What follows belongs to an exercise in optimizing a design on an open flow for small area, a short achievable clock period and few clock cycles per item; a production flow would make more cautious choices.
Only simulation tests tie the RTL to the original design; equivalence was not proved.
Power and IR drop assume default switching activity.

==> trial 44 <==
==> flow/design.v <==
module bcmseq #(
    parameter [15:0] BASE_LOOP_TICKS = 16'd8,
    parameter [15:0] CALL_OVERHEAD   = 16'd2,
    parameter [15:0] FIRST_INTERVAL  = 16'd100
) (
    input  wire        clk,
    input  wire        rst,
    input  wire        cmd_valid,
    input  wire [51:0] cmd,
    output reg         cmd_ready,
    output reg         rsp_valid,
    output wire [7:0]  rsp,
    input  wire [1:0]  rot,
    output reg         hm_en,
    output reg         hm_we,
    output reg  [10:0] hm_addr,
    output wire [7:0]  hm_wdata,
    input  wire [7:0]  hm_rdata,
    output reg         sm_en,
    output reg  [10:0] sm_addr,
    input  wire [7:0]  sm_rdata,
    output reg         tmr_load,
    output wire [15:0] tmr_period,
    output reg         tmr_stop,
    input  wire        tmr_expire,
    output reg         p_blank,
    output reg         p_lat,
    output reg         p_clk,
    output reg  [3:0]  p_addr,
    output reg  [5:0]  p_data
);
    localparam [3:0] OP_BEGIN    = 4'h1,
                     OP_STOP     = 4'h2,
                     OP_SETPIXEL = 4'h3,
                     OP_SWAPREQ  = 4'h4,
                     OP_RDSTAT   = 4'h5,
                     OP_COPYFWD  = 4'h6,
                     OP_BUFRD    = 4'h7,
                     OP_BUFWR    = 4'h8;
    localparam [15:0] BC2  = BASE_LOOP_TICKS + {CALL_OVERHEAD[14:0], 1'b0};
    localparam [15:0] DUR0 = BC2 - CALL_OVERHEAD;
    localparam [15:0] DUR1 = {BC2[14:0], 1'b0} - CALL_OVERHEAD;
    localparam [15:0] DUR2 = {BC2[13:0], 2'b0} - CALL_OVERHEAD;
    localparam [15:0] DUR3 = {BC2[12:0], 3'b0} - CALL_OVERHEAD;
    function [4:0] band_hi(input [2:0] r, input [1:0] b);
        begin
            case ({r, b})
                5'b000_00: band_hi = 5'd0;   5'b000_01: band_hi = 5'd1;   5'b000_10: band_hi = 5'd2;
                5'b001_00: band_hi = 5'd3;   5'b001_01: band_hi = 5'd4;   5'b001_10: band_hi = 5'd5;
                5'b010_00: band_hi = 5'd6;   5'b010_01: band_hi = 5'd7;   5'b010_10: band_hi = 5'd8;
                5'b011_00: band_hi = 5'd9;   5'b011_01: band_hi = 5'd10;  5'b011_10: band_hi = 5'd11;
                5'b100_00: band_hi = 5'd12;  5'b100_01: band_hi = 5'd13;  5'b100_10: band_hi = 5'd14;
                5'b101_00: band_hi = 5'd15;  5'b101_01: band_hi = 5'd16;  5'b101_10: band_hi = 5'd17;
                5'b110_00: band_hi = 5'd18;  5'b110_01: band_hi = 5'd19;  5'b110_10: band_hi = 5'd20;
                5'b111_00: band_hi = 5'd21;  5'b111_01: band_hi = 5'd22;  5'b111_10: band_hi = 5'd23;
                default:   band_hi = 5'd0;
            endcase
        end
    endfunction
    reg        active;
    reg        pending;      
    reg        swapreq;
    reg        back;         
    reg [1:0]  plane;        
    reg [2:0]  row;
    reg        h_idle;
    reg        st_pa, st_fill, st_rd, st_cp, st_wr, st_stop;
    reg        bot;          
    reg        is_px, is_cp;
    reg [1:0]  k;            
    reg [2:0]  p1, p2, p3;   
    reg        r0, g0, b0;   
    reg [7:0]  d;            
    reg [10:0] ha;           
    reg        run;          
    reg        go;           
    reg        sh;           
    reg        fz;           
    reg        bor;          
    reg        f0;           
    reg        p0;           
    reg        ok;           
    reg [1:0]  t32;          
    reg [6:1]  tp;           
    wire        accept = cmd_valid & cmd_ready;
    wire [3:0]  op     = cmd[51:48];
    wire [15:0] cx     = cmd[47:32];
    wire [15:0] cy     = cmd[31:16];
    wire [15:0] cc     = cmd[15:0];
    wire op_begin = (op == OP_BEGIN);
    wire op_stop  = (op == OP_STOP);
    wire op_px    = (op == OP_SETPIXEL);
    wire op_swap  = (op == OP_SWAPREQ);
    wire op_stat  = (op == OP_RDSTAT);
    wire op_copy  = (op == OP_COPYFWD);
    wire op_bufrd = (op == OP_BUFRD);
    wire op_bufwr = (op == OP_BUFWR);
    wire in_range = rot[0] ? (~|cx[15:4] & ~|cy[15:5])
                           : (~|cx[15:5] & ~|cy[15:4]);
    reg [4:0] rx;
    reg [3:0] ry;
    always @(*) begin
        case (rot)
            2'd0:    begin rx = cx[4:0];  ry = cy[3:0];  end
            2'd1:    begin rx = ~cy[4:0]; ry = cx[3:0];  end
            2'd2:    begin rx = ~cx[4:0]; ry = ~cy[3:0]; end
            default: begin rx = cy[4:0];  ry = ~cx[3:0]; end
        endcase
    end
    wire [9:0] off      = ha[9:0];
    wire       off_last = (off == 10'd767);
    wire       cy5 = is_px | (&off[4:0]);
    wire [9:0] cy_off = {cy5 & (&off[8:5]), cy5 & (&off[7:5]), cy5 & (&off[6:5]), cy5 & off[5], cy5,
                         ~is_px & (&off[3:0]), ~is_px & (&off[2:0]), ~is_px & (&off[1:0]),
                         ~is_px & off[0], ~is_px};
    wire [9:0] off_inc = off ^ cy_off;
    reg [7:0] mg;
    always @(*) begin
        mg = hm_rdata;
        if (is_px) begin
            case (k)
                2'd0: if (!bot) mg[4:2] = p1;
                      else begin mg[7:5] = p1; mg[1:0] = {b0, g0}; end
                2'd1: if (!bot) begin mg[4:2] = p2; mg[0] = b0; end
                      else begin mg[7:5] = p2; mg[1] = r0; end
                default: if (!bot) begin mg[4:2] = p3; mg[1:0] = {g0, r0}; end
                      else mg[7:5] = p3;
            endcase
        end
    end
    assign hm_wdata = d;
    assign rsp      = d;
    wire go_fill   = st_fill & ~bor;
    wire go_rd     = st_rd & ~bor;
    wire go_wr     = st_wr & ~bor;
    wire wr_done   = is_cp ? off_last : (~is_px | k[1]);
    wire fill_done = go_fill & off_last & (ha[10] ^ back);
    wire [4:0] c        = sm_addr[4:0];
    wire       c31      = &c;
    wire       dec      = run & c31 & ~p0;                  
    wire       dpos     = run & c31 & p0;                   
    wire       wrap     = run & (c == 5'd1) & ~p0;          
    wire       stop_acc = accept & op_stop;
    wire       take     = pending & active & (dec | (~run & ~cmd_ready));
    reg        n_pa, n_fill, n_rd, n_cp, n_wr, n_stop, n_busy;
    always @(*) begin
        n_pa   = 1'b0;
        n_fill = st_fill & ~fill_done;
        n_stop = st_stop & run;
        n_rd   = (st_rd & bor) | (go_wr & ~wr_done) | st_pa;
        n_cp   = go_rd;
        n_wr   = (st_wr & bor) | (st_cp & (is_px | is_cp));
        n_busy = n_fill | n_rd | n_cp | n_wr | n_stop;
        if (accept) begin
            n_pa   = op_px;
            n_fill = op_begin;
            n_stop = op_stop;
            n_rd   = op_copy | op_bufrd;
            n_wr   = op_bufwr;
        end
    end
    wire n_idle = ~accept & ~n_busy;
    wire n_fz   = (run & (c == 5'd30) & p0) | (~run & pending & active) |
                  (fz & ~p_lat & ~((dec | ~run) & ~take));
    wire n_run  = take | (run & ~(wrap & ~go));
    reg [10:0] n_ha;
    always @(*) begin
        n_ha = ha;
        if (h_idle) begin
            n_ha = {back ^ op_copy, op_px ? {2'b0, ry[2:0], rx} : cx[9:0]};
        end else if (st_pa) begin
            n_ha[9:5] = band_hi(ha[7:5], 2'd0);
        end else begin
            if ((go_fill & off_last) | ((go_rd | go_wr) & is_cp))
                n_ha[10] = ~ha[10];
            if (go_fill)
                n_ha[9:0] = off_last ? 10'd0 : off_inc;
            else if (go_wr)
                n_ha[9:0] = off_inc;
        end
    end
    wire       adv   = dpos & go;
    wire       wrap3 = (plane == 2'd3);
    wire       fswap = wrap3 & (&row) & swapreq;
    wire       swap  = adv & fswap;
    wire [1:0] plane_a = {plane[1] ^ plane[0], ~plane[0]};
    wire [2:0] row_a   = wrap3 ? row ^ {&row[1:0], row[0], 1'b1} : row;
    reg [1:0]  n_plane;
    reg [2:0]  n_row;
    reg        n_back;
    always @(*) begin
        n_plane = adv ? plane_a : plane;
        n_row   = adv ? row_a : row;
        n_back  = back ^ swap;
        if (fill_done) begin
            n_plane = 2'd3;
            n_row   = 3'd7;
            n_back  = 1'b0;
        end
    end
    function [1:0] band_of(input [1:0] pl, input nx_p0);
        case (pl)
            2'd0:    band_of = {1'b0, nx_p0};
            2'd1:    band_of = 2'd0;
            2'd2:    band_of = 2'd1;
            default: band_of = 2'd2;
        endcase
    endfunction
    wire [5:0] sa_keep = {~back, band_hi(row, band_of(plane, ~p0))};
    wire [5:0] sa_adv  = {~(back ^ fswap), band_hi(row_a, band_of(plane_a, ~p0))};
    wire [4:0] c_inc   = c ^ {&c[3:0], &c[2:0], &c[1:0], c[0], 1'b1};
    wire [4:0] n_c     = ~run ? 5'd31 : (p0 ? c_inc : c);
    wire n_bor = run & ~p0 & (plane == 2'd0);
    reg [6:2] n_tp;
    always @(*) begin
        if (!active) n_tp = FIRST_INTERVAL[6:2];
        else case (plane)                   
            2'd1:    n_tp = DUR0[6:2];
            2'd2:    n_tp = DUR1[6:2];
            2'd3:    n_tp = DUR2[6:2];
            default: n_tp = DUR3[6:2];
        endcase
    end
    assign tmr_period = {9'd0, tp, 1'b0};
    always @(posedge clk) begin
        ha <= n_ha;
        if (h_idle) begin
            d       <= {cc[7:1], cc[0] | (swapreq & op[2])};
            p1      <= {cc[2], cc[8],  cc[13]};
            p2      <= {cc[3], cc[9],  cc[14]};
            p3      <= {cc[4], cc[10], cc[15]};
            r0      <= cc[12];
            g0      <= cc[7];
            b0      <= cc[1];
            bot     <= ry[3];
            k       <= 2'd0;
            ok      <= ~op_px | in_range;
            is_px   <= op_px;
            is_cp   <= op_copy;
        end else begin
            if (st_cp)
                d <= mg;
            if (go_wr)
                k <= {k[0], ~k[1] & ~k[0]};
        end
        hm_addr <= n_bor ? {~back, band_hi(row, 2'd2), c} : n_ha;
        if (rst) begin
            h_idle    <= 1'b1;
            st_pa     <= 1'b0;
            st_fill   <= 1'b0;
            st_rd     <= 1'b0;
            st_cp     <= 1'b0;
            st_wr     <= 1'b0;
            st_stop   <= 1'b0;
            bor       <= 1'b0;
            hm_en     <= 1'b0;
            hm_we     <= 1'b0;
            cmd_ready <= 1'b1;
            rsp_valid <= 1'b0;
            tmr_stop  <= 1'b0;
        end else begin
            h_idle    <= n_idle;
            st_pa     <= n_pa;
            st_fill   <= n_fill;
            st_rd     <= n_rd;
            st_cp     <= n_cp;
            st_wr     <= n_wr;
            st_stop   <= n_stop;
            bor       <= n_bor;
            hm_en     <= n_bor | n_fill | n_rd | n_wr;
            hm_we     <= ~n_bor & (n_fill | (n_wr & (h_idle | ok)));
            cmd_ready <= n_idle & ~n_fz;
            rsp_valid <= (accept & op_stat) | (st_cp & ~is_px & ~is_cp);
            tmr_stop  <= st_stop & ~run;
        end
        t32 <= sm_rdata[1:0];
        f0  <= (plane == 2'd0);
        if (!p0)
            p_data <= f0 ? {t32, sm_rdata[1:0], hm_rdata[1:0]} : sm_rdata[7:2];
        p0      <= ~run | ~p0;
        plane   <= n_plane;
        row     <= n_row;
        back    <= n_back;
        sm_addr <= {adv ? sa_adv : sa_keep, n_c};
        tp      <= {n_tp, active};
        if (!run)
            sh <= 1'b0;
        else if (wrap)
            sh <= 1'b1;
        if (take)
            go <= 1'b1;
        else if (dec)
            go <= 1'b0;
        pending <= (pending | tmr_expire) & ~take & ~(accept & op_begin);
        if (swap | fill_done)
            swapreq <= 1'b0;
        else if (accept & op_swap)
            swapreq <= 1'b1;
        if (rst) begin
            run      <= 1'b0;
            sm_en    <= 1'b0;
            fz       <= 1'b0;
            active   <= 1'b0;
            p_blank  <= 1'b1;
            p_lat    <= 1'b0;
            p_clk    <= 1'b0;
            p_addr   <= 4'd0;
            tmr_load <= 1'b0;
        end else begin
            run   <= n_run;
            sm_en <= 1'b1;           
            fz    <= n_fz;
            if (fill_done)
                active <= 1'b1;
            else if (stop_acc)
                active <= 1'b0;
            if (dec | take)
                p_blank <= 1'b1;
            else if (p_lat)
                p_blank <= 1'b0;
            p_lat    <= wrap & go;
            tmr_load <= (wrap & go) | (accept & op_begin);
            p_clk    <= run & sh & p0;
            if (fill_done)
                p_addr <= 4'd0;
            else if (dpos & sh)
                p_addr <= {1'b0, row};
        end
    end
endmodule
==> flow/flow/run.sh <==
#!/bin/bash
# Standard layout, with the port buffers that buffer_ports inserts made
# sky130_fd_sc_hd__buf_1 (the resizer may still size them up) instead of the
# delay cell it picks by default. Every port still gets its own buffer.
set -euo pipefail
echo 'export BUFFER_PORTS_ARGS = -buffer_cell sky130_fd_sc_hd__buf_1' >> config.mk
bash standard.sh > standard_flow.log 2>&1
==> flow/standard.sh <==
#!/bin/bash
# synth_recipe.tcl (not shown) runs the flow's synth.tcl, then flattens the netlist and writes it again
# the make line also repeats each setting of config.mk as NAME=value (left out here)
make -C /OpenROAD-flow-scripts/flow DESIGN_CONFIG=/design/flow/config.mk WORK_HOME=/design/flow/orfs CLKGATE_MAP_FILE= SYNTH_SCRIPT=/design/flow/synth_recipe.tcl "${@:-finish}"
==> flow/config.mk <==
export PLATFORM = sky130hd
export DESIGN_NAME = bcmseq
export DESIGN_NICKNAME = bcmseq
export VERILOG_FILES = /design/flow/design.v
export SDC_FILE = /design/flow/constraint.sdc
export NUM_CORES = 4
export LEC_CHECK = 0
export CAP_MARGIN = 20
export CORE_MARGIN = 2
export CORE_UTILIZATION = 40
export CTS_BUF_LIST = sky130_fd_sc_hd__clkbuf_8
export CTS_CLUSTER_SIZE = 20
export SETUP_SLACK_MARGIN = 4.2
export SLEW_MARGIN = 20
export BUFFER_PORTS_ARGS = -buffer_cell sky130_fd_sc_hd__buf_1
==> flow/constraint.sdc <==
create_clock -name core_clock -period 6.0 [get_ports {clk}]
set_input_delay 1.2000 -clock core_clock [delete_from_list [all_inputs] [get_ports {clk}]]
set_output_delay 1.2000 -clock core_clock [all_outputs]
set_load 0.01 [all_outputs]
==> inputs of build 54, as changes to trial 44 <==
CORE_UTILIZATION = 60   (was 40)
SETUP_SLACK_MARGIN = 3.5   (was 4.2)
==> inputs of trial 66, as changes to trial 44 <==
==> flow/flow/run.sh (replaced) <==
#!/bin/bash
# Standard layout, with the port buffers that buffer_ports inserts made
# sky130_fd_sc_hd__buf_1 (the resizer may still size them up) instead of the
# delay cell it picks by default, and power recovery (downsizing of gates off
# the critical paths) after global routing's timing repair. Every port still
# gets its own buffer.
set -euo pipefail
echo 'export BUFFER_PORTS_ARGS = -buffer_cell sky130_fd_sc_hd__buf_1' >> config.mk
echo 'export RECOVER_POWER = 100' >> config.mk
bash standard.sh > standard_flow.log 2>&1
RECOVER_POWER = 100   (was not set)
SETUP_SLACK_MARGIN = 3.8   (was 4.2)
==> inputs of trial 43, as changes to trial 44 <==
--- a/flow/design.v
+++ b/flow/design.v
@@ -47,11 +47,10 @@
             case ({r, b})
-                5'b000_00: band_hi = 5'd0;   5'b000_01: band_hi = 5'd1;   5'b000_10: band_hi = 5'd2;
-                5'b001_00: band_hi = 5'd3;   5'b001_01: band_hi = 5'd4;   5'b001_10: band_hi = 5'd5;
-                5'b010_00: band_hi = 5'd6;   5'b010_01: band_hi = 5'd7;   5'b010_10: band_hi = 5'd8;
-                5'b011_00: band_hi = 5'd9;   5'b011_01: band_hi = 5'd10;  5'b011_10: band_hi = 5'd11;
-                5'b100_00: band_hi = 5'd12;  5'b100_01: band_hi = 5'd13;  5'b100_10: band_hi = 5'd14;
-                5'b101_00: band_hi = 5'd15;  5'b101_01: band_hi = 5'd16;  5'b101_10: band_hi = 5'd17;
-                5'b110_00: band_hi = 5'd18;  5'b110_01: band_hi = 5'd19;  5'b110_10: band_hi = 5'd20;
-                5'b111_00: band_hi = 5'd21;  5'b111_01: band_hi = 5'd22;  5'b111_10: band_hi = 5'd23;
-                default:   band_hi = 5'd0;
+                5'b000_00: band_hi = 5'd0;   5'b000_01: band_hi = 5'd1;   5'b000_10: band_hi = 5'd2;   5'b000_11: band_hi = 5'd3;
+                5'b001_00: band_hi = 5'd3;   5'b001_01: band_hi = 5'd4;   5'b001_10: band_hi = 5'd5;   5'b001_11: band_hi = 5'd6;
+                5'b010_00: band_hi = 5'd6;   5'b010_01: band_hi = 5'd7;   5'b010_10: band_hi = 5'd8;   5'b010_11: band_hi = 5'd9;
+                5'b011_00: band_hi = 5'd9;   5'b011_01: band_hi = 5'd10;  5'b011_10: band_hi = 5'd11;  5'b011_11: band_hi = 5'd12;
+                5'b100_00: band_hi = 5'd12;  5'b100_01: band_hi = 5'd13;  5'b100_10: band_hi = 5'd14;  5'b100_11: band_hi = 5'd15;
+                5'b101_00: band_hi = 5'd15;  5'b101_01: band_hi = 5'd16;  5'b101_10: band_hi = 5'd17;  5'b101_11: band_hi = 5'd18;
+                5'b110_00: band_hi = 5'd18;  5'b110_01: band_hi = 5'd19;  5'b110_10: band_hi = 5'd20;  5'b110_11: band_hi = 5'd21;
+                5'b111_00: band_hi = 5'd21;  5'b111_01: band_hi = 5'd22;  5'b111_10: band_hi = 5'd23;  default:   band_hi = 5'd0;
             endcase
@@ -102,8 +101,4 @@
     always @(*) begin
-        case (rot)
-            2'd0:    begin rx = cx[4:0];  ry = cy[3:0];  end
-            2'd1:    begin rx = ~cy[4:0]; ry = cx[3:0];  end
-            2'd2:    begin rx = ~cx[4:0]; ry = ~cy[3:0]; end
-            default: begin rx = cy[4:0];  ry = ~cx[3:0]; end
-        endcase
+        rx = (rot[0] ? cy[4:0] : cx[4:0]) ^ {5{rot[1] ^ rot[0]}};
+        ry = (rot[0] ? cx[3:0] : cy[3:0]) ^ {4{rot[1]}};
     end
@@ -173,7 +168,5 @@
         end else begin
-            if ((go_fill & off_last) | ((go_rd | go_wr) & is_cp))
+            if (go_fill | ((go_rd | go_wr) & is_cp))
                 n_ha[10] = ~ha[10];
-            if (go_fill)
-                n_ha[9:0] = off_last ? 10'd0 : off_inc;
-            else if (go_wr)
+            if ((go_fill & (ha[10] ^ back)) | go_wr)
                 n_ha[9:0] = off_inc;
@@ -208,4 +201,3 @@
     endfunction
-    wire [5:0] sa_keep = {~back, band_hi(row, band_of(plane, ~p0))};
-    wire [5:0] sa_adv  = {~(back ^ fswap), band_hi(row_a, band_of(plane_a, ~p0))};
+    wire [1:0] sa_band = adv ? plane : band_of(plane, ~p0);
     wire [4:0] c_inc   = c ^ {&c[3:0], &c[2:0], &c[1:0], c[0], 1'b1};
@@ -283,3 +275,3 @@
         back    <= n_back;
-        sm_addr <= {adv ? sa_adv : sa_keep, n_c};
+        sm_addr <= {~(back ^ swap), band_hi(row, sa_band), n_c};
         tp      <= {n_tp, active};
==> flow/flow/run.sh (replaced) <==
#!/bin/bash
# Standard layout, with two changes:
#  - the port buffers that buffer_ports inserts are sky130_fd_sc_hd__buf_1
#    (the resizer may still size them up) instead of the delay cell it picks
#    by default; every port still gets its own buffer;
#  - clock tree synthesis inserts no dummy load cells.
set -euo pipefail
echo 'export BUFFER_PORTS_ARGS = -buffer_cell sky130_fd_sc_hd__buf_1' >> config.mk
echo 'export CTS_ARGS = -sink_clustering_enable -repair_clock_nets -sink_clustering_size 20 -buf_list sky130_fd_sc_hd__clkbuf_8 -dont_use_dummy_load' >> config.mk
bash standard.sh > standard_flow.log 2>&1
ABC_AREA = 1   (was not set)
CTS_ARGS = -sink_clustering_enable -repair_clock_nets -sink_clustering_size 20 -buf_list sky130_fd_sc_hd__clkbuf_8 -dont_use_dummy_load   (was not set)
SETUP_SLACK_MARGIN = 3.8   (was 4.2)
==> run summary <==
Against trial 43, the final cell count of trial 66 is lower by about 8%.
Between trial 43 and build 54, the lower setup slack is in build 54 (gap 0.18 ns).
Trial 66 finished but failed the layout checks on capacitance limit, slew limit. Trial 43 finished with timing, DRC and antenna clean. Build 54 completed without violations. Trial 44 finished clean.
In trial 44 the hold slack is higher than in trial 43, by 0.013 ns.
Against trial 44, the clock power of trial 43 is smaller by 14%.
The lowest sequential share of layout area belongs to trial 44, the highest to trial 43.
The lowest design area belongs to trial 43, the highest to trial 44.
Against build 54, the count of clock-buffer cells in the layout of trial 44 is higher by 1.
Flip-flop and latch count is the same in build 54 and trial 43.
In trial 66 the maximum frequency is lower than in trial 43, by 40%.
The lowest global-route usage belongs to trial 66, the highest to build 54.
Testbench counts of trial 44, summed over its fixed seeds: cycles 49,192, ticks 768.
Testbench counts of build 54, summed over its fixed seeds: cycles 49,192, ticks 768.
Testbench counts of trial 66, summed over its fixed seeds: cycles 49,192, ticks 768.
Testbench counts of trial 43, summed over its fixed seeds: cycles 49,192, ticks 768.

what the ideal ports hide:
No port has a modelled driver above. Below, the same layouts with a new extraction and two added sets of constraints.
Step 1 (the two cells are an assumption about what drives the block):
set clk [get_ports {clk}]
set_driving_cell -lib_cell sky130_fd_sc_hd__clkbuf_16 $clk
set_driving_cell -lib_cell sky130_fd_sc_hd__buf_2 [delete_from_list [all_inputs] $clk]
Step 2 adds t to the input delays and takes it off the output delays; t is the mean of the earliest and latest rising clock arrival at the registers after step 1. Input paths then give back, and output paths get back, about the clock's delay inside the block.
a / b / c = ideal ports / drivers / drivers and shift; a / b = the first two.
run	t, ns	slack for setup (ns)	slew at the worst register clock pin (ns)	worst slew at a driven data input, ns	cell pins on the clock port's net
trial 44	0.418	3.826 / 3.806 / 3.400	0.10 / 0.10	0.06	1
build 54	0.401	3.638 / 3.639 / 3.238	0.11 / 0.11	0.04	1
trial 66	0.414	2.361 / 2.361 / 2.361	0.11 / 0.11	0.06	1
trial 43	0.405	3.821 / 3.786 / 3.475	0.11 / 0.11	0.06	1
For trial 44, which loses most, drivers alone change the setup slack by -0.020 ns; drivers and shift together by -0.426 ns.
